This design comes from an exercise in tuning for small area, a short achievable clock period and few clock cycles on the open sky130 flow, not from production work.
Function was checked by simulation only, so behaviour that the tests miss may differ from the original.
No activity file was given, so power comes from the tool's default toggle rates.

### design/flow/config.mk
export PLATFORM = sky130hd
export DESIGN_NAME = bkc
export DESIGN_NICKNAME = bkc
export VERILOG_FILES = /design/flow/design.v
export SDC_FILE = /design/flow/constraint.sdc
export NUM_CORES = 4
export LEC_CHECK = 0
export CAP_MARGIN = 20
export CORE_MARGIN = 2
export CORE_UTILIZATION = 55
export CTS_CLUSTER_DIAMETER = 80
export CTS_CLUSTER_SIZE = 24
export PLACE_DENSITY = 0.75
export SETUP_SLACK_MARGIN = 2.5
export SLEW_MARGIN = 20
### design/flow/constraint.sdc
create_clock -name core_clock -period 8.0 [get_ports {clk}]
set_input_delay 1.6000 -clock core_clock [delete_from_list [all_inputs] [get_ports {clk}]]
set_output_delay 1.6000 -clock core_clock [all_outputs]
set_load 0.01 [all_outputs]
### design/flow/design.v
module bkc #(
    parameter N_IN   = 64,
    parameter N_OUT  = 128,
    parameter N_BITS = 16
) (
    input  wire        clk,
    input  wire        rst,
    input  wire        bus_valid,
    input  wire        bus_write,
    input  wire [17:0] bus_addr,
    input  wire [31:0] bus_wdata,
    output reg         bus_ack,
    output reg         bus_err,
    output reg  [31:0] bus_rdata
);
    localparam F_POS = 3'd1, F_RANGE = 3'd2, F_CAP = 3'd3, F_ILL = 3'd4;
    localparam M_NYB = 2'd0, M_DEN = 2'd1, M_PARSE = 2'd2, M_REND = 2'd3;
    genvar p;
    integer k;
    reg [31:0]  cmd;
    reg         pend;          
    reg         busy;          
    reg         hazard;
    reg         done, none, faulted;
    reg [1:0]   err;
    reg [2:0]   fcode;
    reg [7:0]   data;
    reg [15:0]  result;
    reg [15:0]  ilen;
    reg [7:0]   olen;
    reg [7:0]   blen;
    reg [511:0] ibuf;          
    reg [15:0]  bseq;
    reg [511:0] snap;          
    reg [63:0]  sflag;         
    reg [63:8]  gp;            
    reg [1:0]   mmode;
    reg         mord, mlc;
    reg [3:0]   mm;            
    reg [4:0]   mbase;
    wire        aligned  = (bus_addr[1:0] == 2'b00);
    wire        is_reg   = aligned && (bus_addr[17:6] == 12'd0) && (bus_addr[5:2] <= 4'd10);
    wire [3:0]  reg_idx  = bus_addr[5:2];
    wire        is_bseq  = aligned && (bus_addr[17:6] == 12'h004);
    wire        is_ibuf  = aligned && (bus_addr[17:8] == 10'h100);
    wire        is_obuf  = aligned && (bus_addr[17:9] == 9'h100);
    wire reg_writable = (reg_idx == 4'd0) || (reg_idx == 4'd2) || (reg_idx == 4'd4) ||
                        (reg_idx == 4'd6) || (reg_idx == 4'd7);
    wire legal = bus_write ? ((is_reg && reg_writable) || is_bseq || is_ibuf)
                           : (is_reg || is_bseq || is_ibuf || is_obuf);
    wire wr_ok    = bus_valid && bus_write && legal;
    wire wr_reg   = wr_ok && is_reg;
    wire srst     = wr_reg && (reg_idx == 4'd7) && bus_wdata[0];
    wire wr_ctrl  = wr_reg && (reg_idx == 4'd7);
    wire wr_take  = wr_ok && !busy;              
    wire wr_rtake = wr_take && is_reg;
    wire wr_cmd   = wr_rtake && (reg_idx == 4'd0);
    wire slow_w   = (bus_wdata[4:0] == 5'h12) && (bus_wdata[11:8] == 4'd1);
    wire [4:0] op    = cmd[4:0];
    wire [3:0] f1    = cmd[11:8];
    wire [3:0] f2    = cmd[15:12];
    wire [7:0] imm_a = cmd[23:16];
    wire [7:0] imm_b = cmd[31:24];
    wire       ord   = cmd[8];
    wire       lc    = cmd[12];
    wire       sep   = cmd[13];
    wire [3:0] mindig = (f1 == 4'd0) ? 4'd2 : f1;
    reg legal_cmd;
    always @(*) begin
        case (op)
            5'h01, 5'h02, 5'h03: legal_cmd = (cmd[31:12] == 20'd0) && (cmd[7:5] == 3'd0);
            5'h04:               legal_cmd = (cmd[31:16] == 16'd0) && (cmd[7:5] == 3'd0);
            5'h05:               legal_cmd = (cmd[31:24] == 8'd0)  && (cmd[7:5] == 3'd0);
            5'h06, 5'h07, 5'h08, 5'h09, 5'h0A, 5'h10:
                                 legal_cmd = (cmd[31:5] == 27'd0);
            5'h0B:               legal_cmd = (cmd[15:5] == 11'd0);
            5'h0C, 5'h0D:        legal_cmd = (cmd[31:9] == 23'd0) && (cmd[7:5] == 3'd0);
            5'h11:               legal_cmd = (cmd[31:13] == 19'd0) && (cmd[7:5] == 3'd0);
            5'h12:               legal_cmd = (cmd[31:14] == 18'd0) && (cmd[7:5] == 3'd0);
            default:             legal_cmd = 1'b0;
        endcase
    end
    wire op_bit   = (op == 5'h01) || (op == 5'h02) || (op == 5'h03) || (op == 5'h04);
    wire op_repl  = (op == 5'h05);
    wire op_nyb   = (op == 5'h0C);
    wire op_den   = (op == 5'h0D);
    wire op_parse = (op == 5'h10);
    wire op_rendb = (op == 5'h11);
    wire op_rends = (op == 5'h12);
    wire op_ilen  = op_nyb || op_den || op_parse || op_rends;
    wire [7:0] onehot_f1 = 8'd1 << f1[2:0];
    wire [3:0] extr_room = 4'd8 - {1'b0, f1[2:0]};
    wire [3:0] extr_eff  = (f2 < extr_room) ? f2 : extr_room;
    wire [7:0] extr_mask = (8'd1 << extr_eff) - 8'd1;
    wire [7:0] extr_val  = (data >> f1[2:0]) & ((extr_eff == 4'd8) ? 8'hFF : extr_mask);
    reg [3:0] repl_w;
    always @(*) begin
        if      (imm_a[7]) repl_w = 4'd8;
        else if (imm_a[6]) repl_w = 4'd7;
        else if (imm_a[5]) repl_w = 4'd6;
        else if (imm_a[4]) repl_w = 4'd5;
        else if (imm_a[3]) repl_w = 4'd4;
        else if (imm_a[2]) repl_w = 4'd3;
        else if (imm_a[1]) repl_w = 4'd2;
        else               repl_w = 4'd1;
    end
    wire [3:0]  repl_span = {1'b0, f2[2:0]} - {1'b0, f1[2:0]} + 4'd1;
    wire [3:0]  repl_k    = (repl_w < repl_span) ? repl_w : repl_span;
    wire [15:0] repl_m16  = ((16'd1 << repl_k) - 16'd1) << f1[2:0];
    wire [15:0] repl_v16  = {8'd0, imm_a} << f1[2:0];
    wire [7:0]  repl_val  = (data & ~repl_m16[7:0]) | (repl_v16[7:0] & repl_m16[7:0]);
    reg [7:0] frombits_val;
    always @(*) begin
        frombits_val = 8'd0;
        for (k = 0; k < 8; k = k + 1)
            if (k < blen) frombits_val[k] = bseq[k];
    end
    function is_ws_f(input [7:0] c);
        is_ws_f = (c == 8'h20) || (c >= 8'h09 && c <= 8'h0D);
    endfunction
    function is_hex_f(input [7:0] c);
        is_hex_f = (c >= 8'h30 && c <= 8'h39) || (c >= 8'h41 && c <= 8'h46) || (c >= 8'h61 && c <= 8'h66);
    endfunction
    wire [6:0] n_el = op_rendb ? 7'd1 : ilen[6:0];
    wire [7:0] n_hi_gt;
    generate
        for (p = 0; p < 8; p = p + 1) begin : g_ngt
            assign n_hi_gt[p] = (n_el[6:3] > p);
        end
    endgenerate
    wire [7:0] i_hi_gt, i_hi_eq, i_lo_gt;
    generate
        for (p = 0; p < 8; p = p + 1) begin : g_nth
            assign i_hi_gt[p] = (ilen[6:3] > p);
            assign i_hi_eq[p] = (ilen[6:3] == p);
            assign i_lo_gt[p] = (ilen[2:0] > p);
        end
    endgenerate
    wire [511:0] src;          
    wire [65:0]  inr;          
    wire [65:0]  wsp;          
    wire [65:0]  nws;          
    wire [63:0]  hexc;
    wire [63:0]  longe_i;      
    generate
        for (p = 0; p < 64; p = p + 1) begin : g_cls
            wire [7:0] c = ibuf[8*p +: 8];
            if (p == 0) begin : g0
                assign src[7:0] = op_rendb ? data : c;
            end else begin : gn
                assign src[8*p +: 8] = c;
            end
            assign inr[p]   = i_hi_gt[p/8] || (i_hi_eq[p/8] && i_lo_gt[p%8]);
            wire   ws       = is_ws_f(c);
            assign wsp[p]   = inr[p] && ws;
            assign nws[p]   = inr[p] && !ws;
            assign hexc[p]  = is_hex_f(c);
            assign longe_i[p] = |c[7:4];
        end
    endgenerate
    assign inr[65:64] = 2'b00;
    assign wsp[65:64] = 2'b00;
    assign nws[65:64] = 2'b00;
    wire wsmode = |wsp[63:0];
    wire [63:0] tstart, pairs, bad_len, bad_fmt;
    generate
        for (p = 0; p < 64; p = p + 1) begin : g_tok
            wire   pstart     = (p == 0) ? 1'b1 : ((p % 2 == 0) ? (!wsmode || wsp[p-1]) : wsp[p-1]);
            assign tstart[p]  = nws[p] && pstart;
            assign pairs[p]   = inr[p] && (p % 2 == 0);
            wire   glen       = nws[p+1] && (!wsmode || !nws[p+2]);
            wire   hx         = hexc[p] && ((p == 63) ? 1'b0 : hexc[(p+1) % 64]);
            assign bad_len[p] = tstart[p] && !glen;
            assign bad_fmt[p] = tstart[p] && glen && !hx;
        end
    endgenerate
    wire [127:0] t_any, t_len;
    generate
        for (p = 0; p < 64; p = p + 1) begin : g_leaf
            assign t_any[64 + p] = bad_len[p] || bad_fmt[p];
            assign t_len[64 + p] = bad_len[p];
        end
        for (p = 63; p >= 1; p = p - 1) begin : g_node
            assign t_any[p] = t_any[2*p] || t_any[2*p+1];
            assign t_len[p] = t_any[2*p] ? t_len[2*p] : t_len[2*p+1];
        end
    endgenerate
    wire parse_bad = t_any[1];
    wire parse_len = t_len[1];
    function [1:0] fa_f(input a, input b, input c);
        fa_f = {(a & b) | (a & c) | (b & c), a ^ b ^ c};
    endfunction
    function [3:0] pc8_f(input [7:0] t);      
        reg [1:0] x1, x2, x3, x4, x5, x6;
        begin
            x1 = fa_f(t[0], t[1], t[2]);
            x2 = fa_f(t[3], t[4], t[5]);
            x3 = {t[6] & t[7], t[6] ^ t[7]};
            x4 = fa_f(x1[0], x2[0], x3[0]);   
            x5 = fa_f(x1[1], x2[1], x3[1]);   
            x6 = {x5[0] & x4[1], x5[0] ^ x4[1]};
            pc8_f = {x5[1] & x6[1], x5[1] ^ x6[1], x6[0], x4[0]};
        end
    endfunction
    reg [31:0] a_tc;           
    reg [31:0] a_lc;           
    reg        a_pbad, a_plen;
    always @(posedge clk) begin
        for (k = 0; k < 8; k = k + 1) begin
            a_tc[4*k +: 4] <= pc8_f(tstart[8*k +: 8]);
            a_lc[4*k +: 4] <= pc8_f(longe_i[8*k +: 8] & inr[8*k +: 8]);
        end
        a_pbad <= parse_bad;
        a_plen <= parse_len;
    end
    function [55:0] pre8_f(input [31:0] c);
        reg [4:0] s01, s23, s45, s67;
        reg [5:0] s03, s47, s02, s46, s45b;
        reg [6:0] p5, p6, p7, p8;
        begin
            s01 = c[3:0] + c[7:4];
            s23 = c[11:8] + c[15:12];
            s45 = c[19:16] + c[23:20];
            s67 = c[27:24] + c[31:28];
            s02 = s01 + c[11:8];
            s03 = s01 + s23;
            s46 = s45 + c[27:24];
            s47 = s45 + s67;
            p5 = s03 + c[19:16];
            p6 = s03 + s45;
            p7 = s03 + s46;
            p8 = s03 + s47;
            pre8_f = {p8, p7, p6, p5, 1'b0, s03, 1'b0, s02, 2'b0, s01, 3'b0, c[3:0]};
        end
    endfunction
    wire [55:0] tpre = pre8_f(a_tc);    
    wire [55:0] lpre = pre8_f(a_lc);
    reg [6:0] r_L;
    always @(posedge clk)
        r_L <= lpre[49 +: 7];
    wire        m_one = (mindig == 4'd1);
    wire        rend  = op_rendb || op_rends;
    wire        long0 = |data[7:4];
    wire [4:0]  base  = (op_nyb) ? 5'd2 :
                        (op_den || op_parse) ? 5'd0 :
                        (m_one ? 5'd1 : {1'b0, mindig}) + {4'd0, sep};
    wire [63:0] flg   = op_den   ? pairs :
                        op_parse ? tstart :
                        (op_rends && m_one) ? (longe_i & inr[63:0]) :
                        (op_rendb && m_one) ? {63'd0, long0} : 64'd0;
    wire [7:0]  b1 = {3'd0, base};
    wire [7:0]  b2 = {2'd0, base, 1'b0};
    wire [7:0]  b3 = b1 + b2;
    wire [7:0]  b4 = {1'd0, base, 2'b0};
    wire [7:0]  b5 = b1 + b4;
    wire [7:0]  b6 = {b3[6:0], 1'b0};
    wire [7:0]  b7 = {base, 3'b0} - b1;
    wire [4:0]  w_op   = bus_wdata[4:0];
    wire [3:0]  w_md   = (bus_wdata[11:8] == 4'd0) ? 4'd2 : bus_wdata[11:8];
    wire [4:0]  w_base = (w_op == 5'h0C) ? 5'd2 :
                         (w_op == 5'h0D || w_op == 5'h10) ? 5'd0 :
                         ((w_md == 4'd1) ? 5'd1 : {1'b0, w_md}) + {4'd0, bus_wdata[13]};
    wire [6:0]  w_n    = (w_op == 5'h11) ? 7'd1 : ilen[6:0];
    reg  [10:0] nb;
    always @(posedge clk) nb <= w_n * w_base;
    wire [7:0]  nbx = (op_rends && (mindig == 4'd1)) ? ({1'b0, ilen[6:0]} << sep) : nb[7:0];
    wire [55:0] gb = {b7, b6, b5, b4, b3, b2, b1};   
    wire [63:8] gpn;
    generate
        for (p = 1; p < 8; p = p + 1) begin : g_gpn
            wire       full = n_hi_gt[p-1];          
            wire [7:0] a = full ? {gb[8*(p-1) +: 5], 3'b000} : nbx;
            wire [6:0] f = op_parse ? tpre[7*(p-1) +: 7] :
                           op_den   ? (full ? 7'd4 * p : {1'b0, n_el[6:1]}) :
                           (op_rends && m_one) ? lpre[7*(p-1) +: 7] :
                           (op_rendb && m_one) ? {6'd0, long0} : 7'd0;
            assign gpn[8*p +: 8] = a + {1'b0, f};
        end
    endgenerate
    wire [6:0]  ltot   = op_rendb ? {6'd0, long0} : r_L;
    wire [7:0]  rtotal = nbx + (m_one ? {1'b0, ltot} : 8'd0) - {7'd0, sep && (n_el != 7'd0)};
    reg [6:0] rthr;
    always @(*) begin
        case ({sep, mindig})
            5'h02: rthr = 7'd64;  5'h03: rthr = 7'd42;  5'h04: rthr = 7'd32;
            5'h05: rthr = 7'd25;  5'h06: rthr = 7'd21;  5'h07: rthr = 7'd18;
            5'h08: rthr = 7'd16;  5'h09: rthr = 7'd14;  5'h0A: rthr = 7'd12;
            5'h0B: rthr = 7'd11;  5'h0C: rthr = 7'd10;  5'h0D: rthr = 7'd9;
            5'h0E: rthr = 7'd9;   5'h0F: rthr = 7'd8;
            5'h12: rthr = 7'd43;  5'h13: rthr = 7'd32;  5'h14: rthr = 7'd25;
            5'h15: rthr = 7'd21;  5'h16: rthr = 7'd18;  5'h17: rthr = 7'd16;
            5'h18: rthr = 7'd14;  5'h19: rthr = 7'd12;  5'h1A: rthr = 7'd11;
            5'h1B: rthr = 7'd10;  5'h1C: rthr = 7'd9;   5'h1D: rthr = 7'd9;
            5'h1E: rthr = 7'd8;   5'h1F: rthr = 7'd8;
            default: rthr = 7'd127;
        endcase
    end
    wire rends_big  = m_one ? (sep && ({ilen[6:0], 1'b0} + {1'b0, r_L} > 8'd129)) : (ilen[6:0] > rthr);
    wire ilen_big = (ilen > 16'd64);
    reg  [2:0] fault_code;
    always @(*) begin
        fault_code = 3'd0;
        if (!legal_cmd)                                              fault_code = F_ILL;
        else if ((op_bit && f1[3]) || (op_repl && (f1[3] || f2[3]))) fault_code = F_POS;
        else if (op_repl && (f1 > f2))                               fault_code = F_RANGE;
        else if ((op == 5'h07) && (blen > 8'd16))                    fault_code = F_CAP;
        else if (op_ilen && ilen_big)                                fault_code = F_CAP;
        else if (op_rends && rends_big)                              fault_code = F_CAP;
    end
    wire fault_now = (fault_code != 3'd0);
    wire pfault    = pend && fault_now;
    wire perf      = pend && !fault_now;           
    wire       done_n    = pend || done;
    wire       none_n    = pend ? (perf && op_den && ilen[0]) : none;
    wire [1:0] err_n     = pend ? ((perf && op_parse && a_pbad) ? (a_plen ? 2'd2 : 2'd1) : 2'd0) : err;
    wire       faulted_n = faulted || pfault;
    wire [2:0] fcode_n   = pfault ? fault_code : fcode;
    wire [31:0] status_n = busy ? {18'd0, hazard, faulted, 1'b0, fcode, 7'd0, 1'b1}
                                : {18'd0, hazard, faulted_n, 1'b0, fcode_n, none_n, 1'b0, err_n, 2'b00, done_n, 1'b0};
    wire obuf_wr = perf && (op_nyb || op_den || op_parse || op_rendb || op_rends);
    always @(posedge clk) begin
        if (obuf_wr) begin
            snap  <= src;
            sflag <= flg;
            gp    <= gpn;
            mmode <= op_nyb ? M_NYB : op_den ? M_DEN : op_parse ? M_PARSE : M_REND;
            mord  <= ord;
            mlc   <= lc;
            mm    <= mindig;
            mbase <= base;
        end
        for (k = 0; k < 64; k = k + 1)
            if (wr_take && is_ibuf && bus_addr[7:2] == k) ibuf[8*k +: 8] <= bus_wdata[7:0];
    end
    always @(posedge clk) begin
        if (perf && (op == 5'h06))
            bseq[7:0] <= data;
        for (k = 0; k < 16; k = k + 1)
            if (wr_take && is_bseq && bus_addr[5:2] == k) bseq[k] <= bus_wdata[0];
    end
    always @(posedge clk) begin
        if (rst || srst) begin
            cmd     <= 32'd0;
            pend    <= 1'b0;
            busy    <= 1'b0;
            hazard  <= 1'b0;
            done    <= 1'b0;
            none    <= 1'b0;
            faulted <= 1'b0;
            err     <= 2'd0;
            fcode   <= 3'd0;
            data    <= 8'd0;
            result  <= 16'd0;
            ilen    <= 16'd0;
            olen    <= 8'd0;
            blen    <= 8'd0;
        end else begin
            done    <= done_n;
            none    <= none_n;
            err     <= err_n;
            faulted <= faulted_n;
            fcode   <= fcode_n;
            if (perf) begin
                case (op)
                    5'h01: result <= {15'd0, data[f1[2:0]]};
                    5'h02: data <= data | onehot_f1;
                    5'h03: data <= data & ~onehot_f1;
                    5'h04: result <= {8'd0, extr_val};
                    5'h05: data <= repl_val;
                    5'h06: blen <= 8'd8;
                    5'h07: result <= {8'd0, frombits_val};
                    5'h08: result <= {12'd0, data[7:4]};
                    5'h09: result <= {12'd0, data[3:0]};
                    5'h0A: result <= {4'd0, data[7:4], 4'd0, data[3:0]};
                    5'h0B: result <= {8'd0, imm_a[3:0], imm_b[3:0]};
                    5'h0C: olen <= {ilen[6:0], 1'b0};
                    5'h0D: olen <= ilen[0] ? 8'd0 : {2'b00, ilen[6:1]};
                    5'h10: olen <= a_pbad ? 8'd0 : {1'b0, tpre[49 +: 7]};
                    5'h11, 5'h12: olen <= rtotal;
                    default: ;
                endcase
            end
            if (wr_rtake) begin
                case (reg_idx)
                    4'd2: data <= bus_wdata[7:0];
                    4'd4: ilen <= bus_wdata[15:0];
                    4'd6: blen <= bus_wdata[7:0];
                    default: ;
                endcase
            end
            if (wr_ok && busy && !wr_ctrl) hazard <= 1'b1;
            pend <= busy || (wr_cmd && !faulted_n && !slow_w);
            busy <= wr_cmd && !faulted_n && slow_w;
            if (wr_cmd && !faulted_n) cmd <= bus_wdata;
        end
    end
    wire [6:0] j = bus_addr[8:2];
    function ge8_f(input [7:0] a, input [7:0] b);
        reg [7:0] g, e;
        reg [3:0] g2, e2;
        reg [1:0] g4, e4;
        integer t;
        begin
            g = a & ~b;
            e = ~(a ^ b);
            for (t = 0; t < 4; t = t + 1) begin
                g2[t] = g[2*t+1] | (e[2*t+1] & g[2*t]);
                e2[t] = e[2*t+1] & e[2*t];
            end
            for (t = 0; t < 2; t = t + 1) begin
                g4[t] = g2[2*t+1] | (e2[2*t+1] & g2[2*t]);
                e4[t] = e2[2*t+1] & e2[2*t];
            end
            ge8_f = g4[1] | (e4[1] & g4[0]) | (e4[1] & e4[0]);
        end
    endfunction
    wire [71:0] dg;            
    wire [8:0]  geg;           
    assign dg[8:0] = {2'b00, j};
    assign geg[0] = 1'b1;
    assign geg[8] = 1'b0;
    generate
        for (p = 1; p < 8; p = p + 1) begin : g_dg
            assign dg[9*p +: 9] = {2'b00, j} - {1'b0, gp[8*p +: 8]};
            assign geg[p] = ge8_f({1'b0, j}, gp[8*p +: 8]);
        end
    endgenerate
    wire [7:0] ohg = geg[7:0] & ~geg[8:1];
    reg  [7:0]  rr;            
    reg  [7:0]  lf;            
    reg  [71:0] win;           
    always @(*) begin
        rr  = 8'd0;
        lf  = 8'd0;
        win = 72'd0;
        for (k = 0; k < 8; k = k + 1) begin
            rr  = rr  | ({8{ohg[k]}} & dg[9*k +: 8]);
            lf  = lf  | ({8{ohg[k]}} & sflag[8*k +: 8]);
            win = win | ({72{ohg[k]}} & ((k == 7) ? {8'd0, snap[448 +: 64]} : snap[64*k +: 72]));
        end
    end
    wire [7:0] mb1 = {3'd0, mbase};
    wire [7:0] mb3 = mb1 + {2'd0, mbase, 1'b0};
    wire [55:0] ib = {{mbase, 3'b0} - mb1, mb3[6:0], 1'b0, mb1 + {1'd0, mbase, 2'b0},
                      {1'd0, mbase, 2'b0}, mb3, {2'd0, mbase, 1'b0}, mb1};
    wire [20:0] pcg [0:7];
    generate
        for (p = 0; p < 8; p = p + 1) begin : g_pcg
            wire [7:0] f = sflag[8*p +: 8];
            wire [2:0] c1 = f[0];
            wire [2:0] c2 = f[0] + f[1];
            wire [2:0] c3 = c2 + f[2];
            wire [2:0] c4 = c2 + (f[2] + f[3]);
            wire [2:0] c5 = c4 + f[4];
            wire [2:0] c6 = c4 + (f[4] + f[5]);
            wire [2:0] c7 = c6 + f[6];
            assign pcg[p] = {c7, c6, c5, c4, c3, c2, c1};
        end
    endgenerate
    reg [20:0] pcs;
    always @(*) begin
        pcs = 21'd0;
        for (k = 0; k < 8; k = k + 1)
            pcs = pcs | ({21{ohg[k]}} & pcg[k]);
    end
    wire [8:0]  gei;
    wire [7:0]  d0;            
    wire [23:0] kind;          
    assign gei[0] = 1'b1;
    assign gei[8] = 1'b0;
    generate
        for (p = 0; p < 8; p = p + 1) begin : g_i
            wire [7:0] q  = (p == 0) ? 8'd0 : ib[8*(p-1) +: 8] + {5'd0, pcs[3*(p-1) +: 3]};
            if (p > 0) begin : gi
                assign gei[p] = ge8_f(rr, q);
            end
            wire [3:0] d  = rr[3:0] - q[3:0];
            wire [3:0] rl = (mm == 4'd1) ? (lf[p] ? 4'd2 : 4'd1) : mm;
            assign d0[p] = d[0];
            assign kind[3*p +: 3] = {d == rl, {1'b0, d} + 5'd2 < {1'b0, rl}, {1'b0, d} + 5'd2 == {1'b0, rl}};
        end
    endgenerate
    wire [7:0] ohi = gei[7:0] & ~gei[8:1];
    reg [71:0] r_win;
    reg [7:0]  r_ohi, r_d0;
    reg [23:0] r_kind;
    reg        r_obuf;
    always @(posedge clk) begin
        r_win  <= win;
        r_ohi  <= ohi;
        r_d0   <= d0;
        r_kind <= kind;
        r_obuf <= is_obuf;
    end
    function [3:0] hexval_f(input [7:0] c);
        case ({c[6], c[2:0]})
            4'b1001: hexval_f = 4'd10;
            4'b1010: hexval_f = 4'd11;
            4'b1011: hexval_f = 4'd12;
            4'b1100: hexval_f = 4'd13;
            4'b1101: hexval_f = 4'd14;
            4'b1110: hexval_f = 4'd15;
            default: hexval_f = c[3:0];
        endcase
    endfunction
    function [7:0] hexchr_f(input [3:0] v, input l);
        case (v)
            4'd10:   hexchr_f = {2'b01, l, 5'd1};
            4'd11:   hexchr_f = {2'b01, l, 5'd2};
            4'd12:   hexchr_f = {2'b01, l, 5'd3};
            4'd13:   hexchr_f = {2'b01, l, 5'd4};
            4'd14:   hexchr_f = {2'b01, l, 5'd5};
            4'd15:   hexchr_f = {2'b01, l, 5'd6};
            default: hexchr_f = {4'h3, v};
        endcase
    endfunction
    reg  [7:0] ea, eb;
    reg        dd0, k_sp, k_zero, k_hi;
    always @(*) begin
        ea = 8'd0; eb = 8'd0; dd0 = 1'b0; k_sp = 1'b0; k_zero = 1'b0; k_hi = 1'b0;
        for (k = 0; k < 8; k = k + 1) begin
            ea     = ea     | ({8{r_ohi[k]}} & r_win[8*k +: 8]);
            eb     = eb     | ({8{r_ohi[k]}} & r_win[8*k + 8 +: 8]);
            dd0    = dd0    | (r_ohi[k] & r_d0[k]);
            k_sp   = k_sp   | (r_ohi[k] & r_kind[3*k + 2]);
            k_zero = k_zero | (r_ohi[k] & r_kind[3*k + 1]);
            k_hi   = k_hi   | (r_ohi[k] & r_kind[3*k]);
        end
    end
    wire [7:0] ch_hi = hexchr_f(ea[7:4], mlc);
    wire [7:0] ch_lo = hexchr_f(ea[3:0], mlc);
    wire [7:0] rch   = k_sp ? 8'h20 : k_zero ? 8'h30 : k_hi ? ch_hi : ch_lo;
    reg [7:0] ob;
    always @(*) begin
        case (mmode)
            M_NYB:   ob = {4'd0, (dd0 ^ mord) ? ea[7:4] : ea[3:0]};
            M_DEN:   ob = mord ? {ea[3:0], eb[3:0]} : {eb[3:0], ea[3:0]};
            M_PARSE: ob = {hexval_f(ea), hexval_f(eb)};
            default: ob = rch;
        endcase
    end
    reg [31:0] rd_val;
    always @(*) begin
        rd_val = 32'd0;
        if (is_reg) begin
            case (reg_idx)
                4'd0:  rd_val = cmd;
                4'd1:  rd_val = status_n;
                4'd2:  rd_val = {24'd0, data};
                4'd3:  rd_val = {16'd0, result};
                4'd4:  rd_val = {16'd0, ilen};
                4'd5:  rd_val = {24'd0, olen};
                4'd6:  rd_val = {24'd0, blen};
                4'd8:  rd_val = N_IN;
                4'd9:  rd_val = N_OUT;
                4'd10: rd_val = N_BITS;
                default: rd_val = 32'd0;
            endcase
        end else if (is_bseq) begin
            rd_val = {31'd0, bseq[bus_addr[5:2]]};
        end else if (is_ibuf) begin
            rd_val = {24'd0, ibuf[8*bus_addr[7:2] +: 8]};
        end
    end
    reg [31:0] r_rd;
    always @(posedge clk) begin
        if (rst) begin
            bus_ack <= 1'b0;
            bus_err <= 1'b0;
        end else begin
            bus_ack <= bus_valid;
            bus_err <= bus_valid && !legal;
        end
        r_rd <= rd_val;
    end
    always @(*) begin
        bus_rdata = r_obuf ? {24'd0, ob} : r_rd;
    end
endmodule
### design/flow/run.sh
#!/bin/bash
# synth_recipe.tcl (not shown) runs the flow's synth.tcl, then flattens the netlist and writes it again
# the make line also repeats each setting of config.mk as NAME=value (left out here)
make -C /OpenROAD-flow-scripts/flow DESIGN_CONFIG=/design/flow/config.mk WORK_HOME=/design/flow/orfs CLKGATE_MAP_FILE= SYNTH_SCRIPT=/design/flow/synth_recipe.tcl finish
==> results of run 1 <==
-- flip-flops by register name (all words and copies together), names as in the netlist, 16 cells and up --
| register | flops |
|---|---|
| r_kind | 24 |
| r_rd | 32 |
| r_win | 69 |
| sflag | 64 |
| cmd | 32 |
| snap | 512 |
| bseq | 16 |
| a_lc | 32 |
| a_tc | 32 |
| ibuf | 512 |
| ilen | 16 |
| gp | 56 |
-- worst max path at each step --
stage / start / to / cells after the start
2_1_floorplan: cmd[9] / gp[10] / 20
3_3_place_gp: bus_addr[2] / r_kind[16] / 24
3_5_place_dp: bus_addr[2] / r_kind[4] / 24
4_1_cts: bus_addr[2] / r_kind[16] / 26
5_1_grt: bus_addr[2] / r_kind[3] / 28
6_report: bus_addr[8] / r_kind[16] / 19
-- power groups by stage --
stage	logic, uW	clock network, uW	registers [uW]
after global placement	1270	0	8540
after floorplan	734	0	8520
after global routing	1560	5550	8370
after detailed placement	1290	0	8540
after CTS	1390	5310	8360
final	1530	5340	8360
-- synth_stat cells, types with 178 or more instances --
cell / n / area (um2)
mux4_2: 178 / 4010
a222oi_1: 204 / 2040
inv_1: 682 / 2560
nor2_1: 526 / 1970
ha_1: 489 / 6120
nand3_1: 213 / 1070
dfxtp_1: 320 / 6410
nand2_1: 550 / 2060
clkbuf_1: 266 / 998
o21ai_0: 308 / 1540
fa_1: 194 / 3880
a22oi_1: 210 / 1580
edfxtp_1: 1173 / 35200
a21oi_1: 589 / 2950
-- per-stage QoR --
stage / TNS [ns] / total power, uW
floorplan: -3266.62 / 9250
global placement: 0 / 9810
detailed placement: 0 / 9830
CTS: 0 / 15100
global route: 0 / 15500
finish: 0 / 15200
-- per-layer routing --
layer / share of wire [%] / wire length (um) / track usage (%) / vias to the layer above
li1: - / - / - / 30900
met2: 40 / 163000 / 66.9 / 7241
met4: 7.5 / 31000 / 28.2 / 34
met3: 17 / 71500 / 21.0 / 1302
met1: 35 / 146000 / 65.3 / 37600
met5: 0.075 / 309 / 0.327 / -
-- placed cells by master, fill, tap and decap left out, types with 51 or more instances in the layout --
| cell type | Yosys | routed |
|---|---|---|
| clkdlybuf4s50_1 | 0 | 68 |
| a21o_1 | 120 | 118 |
| inv_1 | 682 | 658 |
| o21ai_0 | 308 | 262 |
| nand3b_1 | 71 | 71 |
| nand3_1 | 213 | 198 |
| a21oi_1 | 589 | 536 |
| edfxtp_1 | 1173 | 1173 |
| a222oi_1 | 204 | 204 |
| nor2b_1 | 95 | 91 |
| xor2_1 | 88 | 76 |
| nand2b_1 | 115 | 113 |
| dfxtp_1 | 320 | 305 |
| or3_1 | 62 | 58 |
| a22oi_1 | 210 | 205 |
| nor2_1 | 526 | 508 |
| ha_1 | 489 | 434 |
| nand2_1 | 550 | 545 |
| buf_4 | 1 | 364 |
| and3_1 | 52 | 51 |
| mux2i_1 | 76 | 74 |
| clkbuf_16 | 0 | 96 |
| mux4_2 | 178 | 178 |
| fa_1 | 194 | 180 |
| xnor2_1 | 155 | 144 |
| o22ai_1 | 110 | 104 |
| o21bai_1 | 62 | 60 |
| nor3_1 | 140 | 132 |
-- worst max-delay path: cells and delay by family --
| family | cells | cell delay, ns |
|---|---|---|
| and+or+nand+nor | 2 | 0.24 |
| xor gates and xnor gates | 1 | 0.19 |
| AOI/OAI and AO/OA | 6 | 1.12 |
| buffers and inverters | 3 | 1.01 |
| adders and majority gates | 7 | 2.21 |
-- cells by family (layout without fill, tap and decap cells) --
kind of cell             count (synthesis)  after routing
AO/OA/AOI/OAI                         2140           2140
XOR/XNOR                               243            243
adder cells (fa/ha/maj)                685            685
buffers and inverters                 1028           1366
flip-flops                            1493           1493
multiplexers                           269            269
other                                    1             49
AND/OR/NAND/NOR                       2137           2145
-- area by class of cell --
cell class,instances,share of cell area [%]
inverter,692,2.66
clock inverter,52,0.743
timing repair buffer,516,4.69
clock buffer,106,2.37
multi-input combinational,5485,44.8
tap,2072,2.61
sequential,1493,42.0
antenna,46,0.116
-- repair_timing --
item                                   in CTS  in global routing
cloned                                      9                  5
gates resized for setup                   183                158
buffers inserted                           96                 52
endpoints found under the hold margin       0                  0
pin swaps                                  84                107
setup endpoints to repair                 745                621
==> run notes, run 1 <==
The first routing iteration left 16000 violations. Worst hold path stage count: 2. Global routing finished with a remaining overflow of 0. The post-route cell area came out at 99200 um2.

The routed design could run at a clock period as short as 5.76 ns. The area share of xor/xnor cells in the synthesized design was 2.42%. Relative to the synthesized area, the layout overhead comes to 12.9%. In this run, the combinational gates consume 10.0% of the power.

In the routed layout, each cell is associated on average with a via count of 7.37. The maximum fanout along the worst path works out to 10. The synthesized-area fraction occupied by ao, oa, aoi and oai cells was 16.6%.

After clock tree synthesis, the clock-pin slew on the worst setup and hold paths is 0.09 ns. The tools report the number of top-level design ports as 88. After technology mapping, the gate count stands at 7996. The clock drives 1493 sinks.

The die is 404 um wide. The count of nets left with antenna violations once routing finished came out at 0. Power per cell area: 153 nW/um2. Area used by multi-input combinational logic: 44500 um2. The run finished with no timing, DRC or antenna violations. Setup repair after global routing could not meet its margin everywhere.

In the synthesized netlist the async set-or-reset flop fraction comes to 0%. Derived from the worst setup path, the maximum achievable clock frequency is 174 MHz. Once placement completed, the tool counted placed cells totaling 10100.

The logs give 0.893 ns for the setup slack after placement and 41700 um2 for the sequential cell area. The tools report the startpoint of the worst-slack reg-to-reg timing path as ibuf[177]. Overall die area: 163000 um2.

The maximum number of pins on one net before global-route repair is 129. The synthesized design contains 1493 register bits. Global routing used 49.2% of the available tracks across all layers. VDD sags by at most 0.000246 V. The total area inside the core boundary comes to 159000 um2.

The tightest min-delay check is of the reg2reg type. The number of global-route vias before repair is 69800, and the share of cells above drive strength 1 is 14.5%. The number of buffers inserted by hold repair at cts is 0.

Dominant register cell in the synthesized netlist: edfxtp_1. The signal on the critical path passes through dlygate4sd2_1 > ha_1 > o21a_1 > o21bai_4 > buf_4 > nor3_1 > a221oi_1 > nand3_2 > ha_4 > ha_4 > fa_1 > inv_2 > ha_4 > xor2_4 > ha_4 > ha_1 > a21oi_1 > o22ai_1 > a311oi_1. Once placement finished, the instance area stood at 93100 um2. Cell seen most often among critical-path stages: ha_4. Total internal power: 11200 uW. Number of search-and-repair iterations in the first detailed-routing pass: 11.

After the last flow step, the layout net total stands at 9017. The post-synthesis share of cell area spent on and, or, nand and nor gates works out to 12.2%. A synthesized cell averages 11.0 um2.

The tools report the worst reg2reg path endpoint as a_plen. In this run the register-to-register setup slack is 2.36 ns. Of the post-synthesis cell area, the part taken by muxes is 5.62%. Counting flops with a built-in enable in the synthesized netlist gives 1173. For the routed wire length, the log shows 412 mm.

The die extent in y is 404 um, and the worst slack on hold paths is 0.460 ns. The logs give 66 for the number of antenna violations at the first check in global routing and 0.0370 uW for the static leakage power. The run gives 0 as the max-slew violation count.

Net switching power of the design: 4070 uW. The mapped netlist covers 87900 um2. Setup slack on the critical path of the routed design comes to 2.24 ns. The tools report the maximum clock insertion buffer count as 3. On the worst path, the slowest cell contributes a delay of 0.78 ns.

The floorplan has 146 rows. Once detailed placement completed, the half-perimeter wirelength came to 309 mm. The number of hold-slack violations in the final timing report was 0. The synthesized netlist contains 101 unique library cells. The number of filler cells placed in the layout was 12400. The adder and majority gate portion of the synthesized area works out to 11.4%. The worst setup path is captured at a flop. The run gives 6.40 ns as the data arrival time of the worst path. At the later pin of the worst-skew pair, clock insertion delay measures 0.80 ns. The starting density of the core is 55.5%, and the count of unresolved DRC violations after routing is 0.

Of the total power, the share spent switching nets is 26.7%. The run gives 92 as the number of buffers created by CTS. Between clock sinks in the finished design, the worst skew comes to 0.0866 ns. At the end of routability-driven placement, the weighted congestion stood at 1.14. For this design, the slowest cell found on the critical path is dlygate4sd2_1. The total setup violations reported at the end of the flow is 0, and the slew at the pin closest to its max-slew limit is 1.34 ns.

The count of buffers added on input and output ports is 87. The required time at the endpoint of the critical path was 8.64 ns; the share of power burned in the clock network was 35.0%. The run gives 10500 as the post-layout instance count excluding filler cells. The tree is rooted in a clkbuf_16. Main combinational cell family by area after synthesis: compound AO/OA/AOI/OAI gates. Measured on the finished design, the core utilization comes to 62.6%. The first global-routing pass estimated 556 mm of wire.

The H-tree generated during clock tree synthesis spans 3 levels. The run gives 47.3% as the register area share after synthesis. The capture endpoint of the worst hold path is result[7]. The relative contribution of sequential cells to total power is 54.9%, and the final cycle utilization of the critical path is 72.0%. The setup path with the least slack is of type in2reg. After detailed routing, the average wire length per cell comes to 39.3 um. The via count of the routed design is 77100.

Yosys synthesis warning count: 1. TritonCTS built the clock tree. The worst setup path is launched from a primary input. The launch point of the worst hold path was result[7].

Max-cap violations in this run came to 0. The number of cells on the worst reg-to-reg path is 16. The worst max-slew margin expressed relative to the limit came out at 10.7%.
Testbench counts, summed over its fixed seeds: cycles 6,408.
==> run 2, diff against run 1 <==
--- a/design/flow/design.v
+++ b/design/flow/design.v
@@ -128,14 +128,12 @@
             assign n_hi_gt[p] = (n_el[6:3] > p);
         end
     endgenerate
-    wire [7:0] i_hi_gt, i_hi_eq, i_lo_gt;
-    generate
-        for (p = 0; p < 8; p = p + 1) begin : g_nth
-            assign i_hi_gt[p] = (ilen[6:3] > p);
-            assign i_hi_eq[p] = (ilen[6:3] == p);
-            assign i_lo_gt[p] = (ilen[2:0] > p);
-        end
-    endgenerate
+    wire [6:0]  ilen_nx = (rst || srst) ? 7'd0 :
+                          (wr_rtake && reg_idx == 4'd4) ? bus_wdata[6:0] : ilen[6:0];
+    reg  [63:0] inr_r;
+    always @(posedge clk)
+        for (k = 0; k < 64; k = k + 1)
+            inr_r[k] <= (ilen_nx > k);
     wire [511:0] src;          
     wire [65:0]  inr;          
     wire [65:0]  wsp;          
@@ -150,7 +148,7 @@
             end else begin : gn
                 assign src[8*p +: 8] = c;
             end
-            assign inr[p]   = i_hi_gt[p/8] || (i_hi_eq[p/8] && i_lo_gt[p%8]);
+            assign inr[p]   = inr_r[p];
             wire   ws       = is_ws_f(c);
             assign wsp[p]   = inr[p] && ws;
             assign nws[p]   = inr[p] && !ws;
@@ -463,6 +461,8 @@
         for (k = 0; k < 8; k = k + 1)
             pcs = pcs | ({21{ohg[k]}} & pcg[k]);
     end
+    wire       m1  = (mm == 4'd1);
+    wire [3:0] mm2 = mm - 4'd2;
     wire [8:0]  gei;
     wire [7:0]  d0;            
     wire [23:0] kind;          
@@ -475,9 +475,9 @@
                 assign gei[p] = ge8_f(rr, q);
             end
             wire [3:0] d  = rr[3:0] - q[3:0];
-            wire [3:0] rl = (mm == 4'd1) ? (lf[p] ? 4'd2 : 4'd1) : mm;
+            wire [3:0] rl = m1 ? (lf[p] ? 4'd2 : 4'd1) : mm;
             assign d0[p] = d[0];
-            assign kind[3*p +: 3] = {d == rl, {1'b0, d} + 5'd2 < {1'b0, rl}, {1'b0, d} + 5'd2 == {1'b0, rl}};
+            assign kind[3*p +: 3] = {d == rl, !m1 && (d < mm2), m1 ? (lf[p] && d == 4'd0) : (d == mm2)};
         end
     endgenerate
     wire [7:0] ohi = gei[7:0] & ~gei[8:1];
--- a/design/flow/config.mk
+++ b/design/flow/config.mk
@@ -11,5 +11,5 @@
 export CTS_CLUSTER_DIAMETER = 80
 export CTS_CLUSTER_SIZE = 24
 export PLACE_DENSITY = 0.75
-export SETUP_SLACK_MARGIN = 2.5
+export SETUP_SLACK_MARGIN = 3
 export SLEW_MARGIN = 20
==> run 2 against run 1 <==
Net effect:
- still clean on timing, DRC and antenna
- first-iteration DRC count fell by 4.1%
- highest routed layer unchanged
- global-route usage fell by 0.63 points
- utilization increased by 1.6 points
- largest power group unchanged
- cell count rose by 4.3%
==> run notes, run 2 <==
The run finished with no timing, DRC or antenna violations. For the overall die area, the log shows 167000 um2. Synthesis handed over a netlist of 8178 instances.

The tools report the number of DRC violations after detailed-routing iteration 0 as 15400. From synthesis to final layout, the design area changed by 16.0%. The number of input and output port buffers inserted is 87. The run gives 3 as the maximum clock insertion buffer count.

For the post-layout net count, the log shows 9359. The clock tree synthesis step divided the H-tree into 3 levels. Among all flip-flop cells after synthesis, the most frequent one is edfxtp_1. The run gives 7.80% as the worst max-slew margin expressed relative to the limit.

Based on the critical path, the design can be clocked at up to 180 MHz. In the routed design, unresolved DRC markers number 0. The total overflow left after global routing is 0. Slowest cell on the critical path: fa_2. At the pin with the least slew margin, the transition time is 1.38 ns. Setup repair after global routing could not meet its margin everywhere.

The most common cell in the netlist was edfxtp_1. Entering global routing, the biggest net connects 131 pins. In this run the worst hold path is classified as reg2reg. The routed length per placed instance is 38.4 um. The logs give 6.27 ns for the data arrival time of the worst path and 53.1% for the relative contribution of sequential cells to total power.

Final setup skew: 0.0683 ns. The logs give 61 for the number of antenna violations at the first check in global routing and 567 mm for the wire length of the first global-routing pass. For the number of global-route vias before repair, the log shows 72600. The critical path launch point type was a primary input.

The core region is 163000 um2. For the met3 capacity usage during global routing, the log shows 21.4%. The critical path goes through buf_16 > clkinvlp_4 > buf_6 > ha_4 > o21ai_2 > a21oi_1 > o21ai_1 > a21oi_1 > o21ai_1 > a211o_1 > and2_4 > buf_8 > a222oi_1 > nand3_1 > ha_4 > inv_2 > fa_2 > buf_6 > fa_2 > ha_4 > nor2b_1 > o21ai_1 > nand2b_1 > a211oi_2.

The tools report the clock insertion delay at the later pin of the skew report as 0.81 ns. TritonCTS built the clock tree. Global routing consumed, over all layers together, 48.5% of the routing resources. Sum of net half-perimeters after detailed placement: 312 mm. Max-cap violations in this run came to 0. The synthesized design spends more area on one cell type than any other, namely edfxtp_1.

Mean number of vias per cell: 7.26. Net switching power of the design: 4400 uW. Counting every sink on the clock net gives 1557. Counting instances in the post-synthesis netlist gives the leading cell types as edfxtp_1, inv_1, nand2_1.

The layer flagged by global routing as most heavily used is met2. The final cycle utilization of the critical path came out at 69.5%. The synthesized design contains 1173 enable-type register cells.

In the layout the commonest cells are edfxtp_1, inv_1, nand2_1. After synthesis, the netlist uses 108 different library cells. After synthesis, the largest area contributor takes up 39.1% of total cell area. The tools report the total chip power as 16400 uW.

The largest registers in the layout are ibuf: 512 flops, snap: 512 flops, r_win: 69 flops. The starting density of the core is 55.3%. The number of top-level design ports came out at 88. Yosys attributes the largest share of cell area to edfxtp_1, dfxtp_1, ha_1. For the number of hold-slack violations in the final timing report, the log shows 0.

The filler cells instantiated in the layout total 12500. Commonest non-fill, non-tap cell in the layout: edfxtp_1. The routed wire length came out at 419 mm. The via count of the routed design is 79200, and the routing usage on met2 is 67.7%. The static leakage power is 0.0389 uW, and the max-slew violation count is 0. Final hold analysis gives a worst-case slack of 0.461 ns. For this design the ratio of total power to cell area is 157 nW/um2. The floorplan has 148 rows. The flip-flop and latch count after synthesis works out to 1557.

The synthesized netlist occupies a cell area of 90100 um2. The share of power burned in the clock network is 35.1%. The run gives 47.6% as the register area share after synthesis. In this run the clock root is driven by a clkbuf_16. Data on the critical path is required at its endpoint by 8.71 ns. The number of clock buffers added by TritonCTS is 96.

The total internal power came out at 12000 uW. The congestion estimate from routability-driven global placement came to 1.15. The worst path needs 5.56 ns of the cycle, external delays included. Net switching is 26.8% of the power. The number of search-and-repair iterations in the first detailed-routing pass is 13, and the die boundary width is 409 um. In the final layout, the share of cells above drive strength 1 is 17.9%.

The relative contribution of combinational cells to total power is 11.8%, and the average cell area after synthesis is 11.0 um2. The yosys synthesis warning count was 1. On the worst path, the slowest cell contributes a delay of 0.61 ns. The run gives 0.000248 V as the maximum vdd ir drop.

The path type of the worst setup path was in2reg. The number of buffers and inverters on the critical path is 6. Counting flops with an async set or reset pin after synthesis yields a share of 0%. Global routing used 62.4% of the available met1 tracks. For the total setup violations reported at the end of the flow, the log shows 0.

The die is 409 um tall. Broken down by cell family, the worst path's largest delay share belongs to adder cells. Clock-pin slew was measured on the worst setup and hold paths at 0.10 ns.

The maximum fanout along the worst path was 6. The nature of the critical path endpoint was a flop. The post-detailed-route count of antenna-violating nets came out at 0.
==> run 2: cell count changes in the layout (fill, tap and decap cells not counted), moves of 30 or more <==
cell,before,now
a21oi_1,536,474
a22oi_1,205,246
buf_4,364,442
dfxtp_1,305,368
nor2_1,508,461
nor2b_1,91,161
nor3_1,132,164
nor4_1,48,78
or3_1,58,22
==> run 2: path summary, 6_finish.rpt <==
path | from | slack, ns | cells after the start | to
worst max register to register | a_lc[0] | 2.63 | 20 | gp[63]
worst max-delay path | bus_addr[2] | 2.44 | 24 | r_kind[10]
worst min-delay path | result[6] | 0.46 | 2 | result[6]
worst min register to register | result[6] | 0.46 | 2 | result[6]
==> run 2: layout make-up <==
type	instances	area (um2)	area share, %
Timing Repair inverter	1	5.00	0.00479
Sequential cell	1557	42900	41.1
Antenna cell	34	85.1	0.0814
Timing Repair Buffer	672	6380	6.10
Clock buffer	113	2540	2.43
Inverter	699	2700	2.58
Tap cell	2175	2720	2.60
Multi-Input combinational cell	5602	46300	44.3
Clock inverter	57	828	0.792
==> run 2: timing repair <==
| action | 4_1_cts | 5_1_grt |
|---|---|---|
| gates resized for setup | 399 | 294 |
| cloned | 14 | 10 |
| hold buffers | 0 | 0 |
| pin swaps | 194 | 207 |
| setup buffers | 186 | 124 |
| endpoints found under the hold margin | 0 | 0 |
| endpoints found under the setup margin | 1236 | 797 |
==> run 2: logic make-up after synthesis <==
family                     count (synthesis)  synth area share (%)
and+or+nand+nor                         2275                  13.0
AOI/OAI and AO/OA                       2146                  16.4
DFF                                     1557                  47.6
buffers and inverters                   1030                  4.35
adders and majority gates                677                  11.0
xor gates and xnor gates                 246                  2.39
muxes                                    246                  5.21
other                                      1               0.00416
==> run 2: worst reg2reg max path, delay by kind of cell, from the launching register on <==
kind / cells / cell delay, ns
buffers and inverters: 4 / 0.28
AOI/OAI and AO/OA: 7 / 1.04
DFF: 1 / 0.37
adders and majority gates: 8 / 3.26
xor gates and xnor gates: 1 / 0.25
==> run 2: power groups by stage <==
stage / clock [uW] / sequential (uW) / combinational (uW)
floorplan: 0 / 8860 / 858
global placement: 0 / 8890 / 1430
detailed placement: 0 / 8890 / 1450
CTS: 5720 / 8710 / 1680
global route: 5980 / 8710 / 1970
finish: 5760 / 8710 / 1930
==> run 2: routing by layer <==
layer	share of wire (%)	vias up	wire length, um
li1	-	31900	-
met1	35	38700	147000
met4	7.8	44	32600
met3	17	1518	71100
met5	0.12	-	508
met2	40	7026	168000
==> run 2: metrics by stage <==
step / setup TNS [ns] / instances / instance area, um2 / utilization, % / setup WS, ns
2_1_floorplan: -3452.79 / 8180 / 91100 / - / -5.35
3_3_place_gp: 0 / 10300 / 95000 / 58.4 / 0.766
3_5_place_dp: 0 / 10300 / 95100 / 58.4 / 0.745
4_1_cts: 0 / 10700 / 102000 / 62.5 / 2.58
5_1_grt: 0 / 10900 / 104000 / 64.2 / 2.27
6_report: 0 / 10900 / 105000 / 64.2 / 2.44
Testbench counts of run 2, summed over its fixed seeds: cycles 6,408.

-- static timing again, ports no longer ideal --
The results above use ideal ports. As a check the final layouts listed here were re-extracted and re-timed, cells and wires unchanged.
Step 1 (the two cells are an assumption about what drives the block):
set clk [get_ports {clk}]
set_driving_cell -lib_cell sky130_fd_sc_hd__clkbuf_16 $clk
set_driving_cell -lib_cell sky130_fd_sc_hd__buf_2 [delete_from_list [all_inputs] $clk]
Step 2 moves the port delays by t, midway between the first and last clock arrival at a register: inputs arrive t later, outputs are due t later. That takes back most of the time a late clock gives input paths.
Slacks: ideal / step 1 / step 2; pairs: ideal / step 1.
| run | t (ns) | setup slack, ns | worst setup path at the end | slew at the worst register clock pin (ns) | cell pins on the clock port's net |
|---|---|---|---|---|---|
| run 1 | 0.840 | 2.238 / 2.276 / 1.436 | input to register | 0.10 / 0.10 | 1 |
| run 2 | 0.873 | 2.441 / 2.217 / 1.344 | input to register | 0.10 / 0.10 | 1 |
After both steps every run listed still meets setup and hold. The setup slack of run 2, which loses most, moves by -0.224 ns with the drivers and by -1.097 ns with both steps.
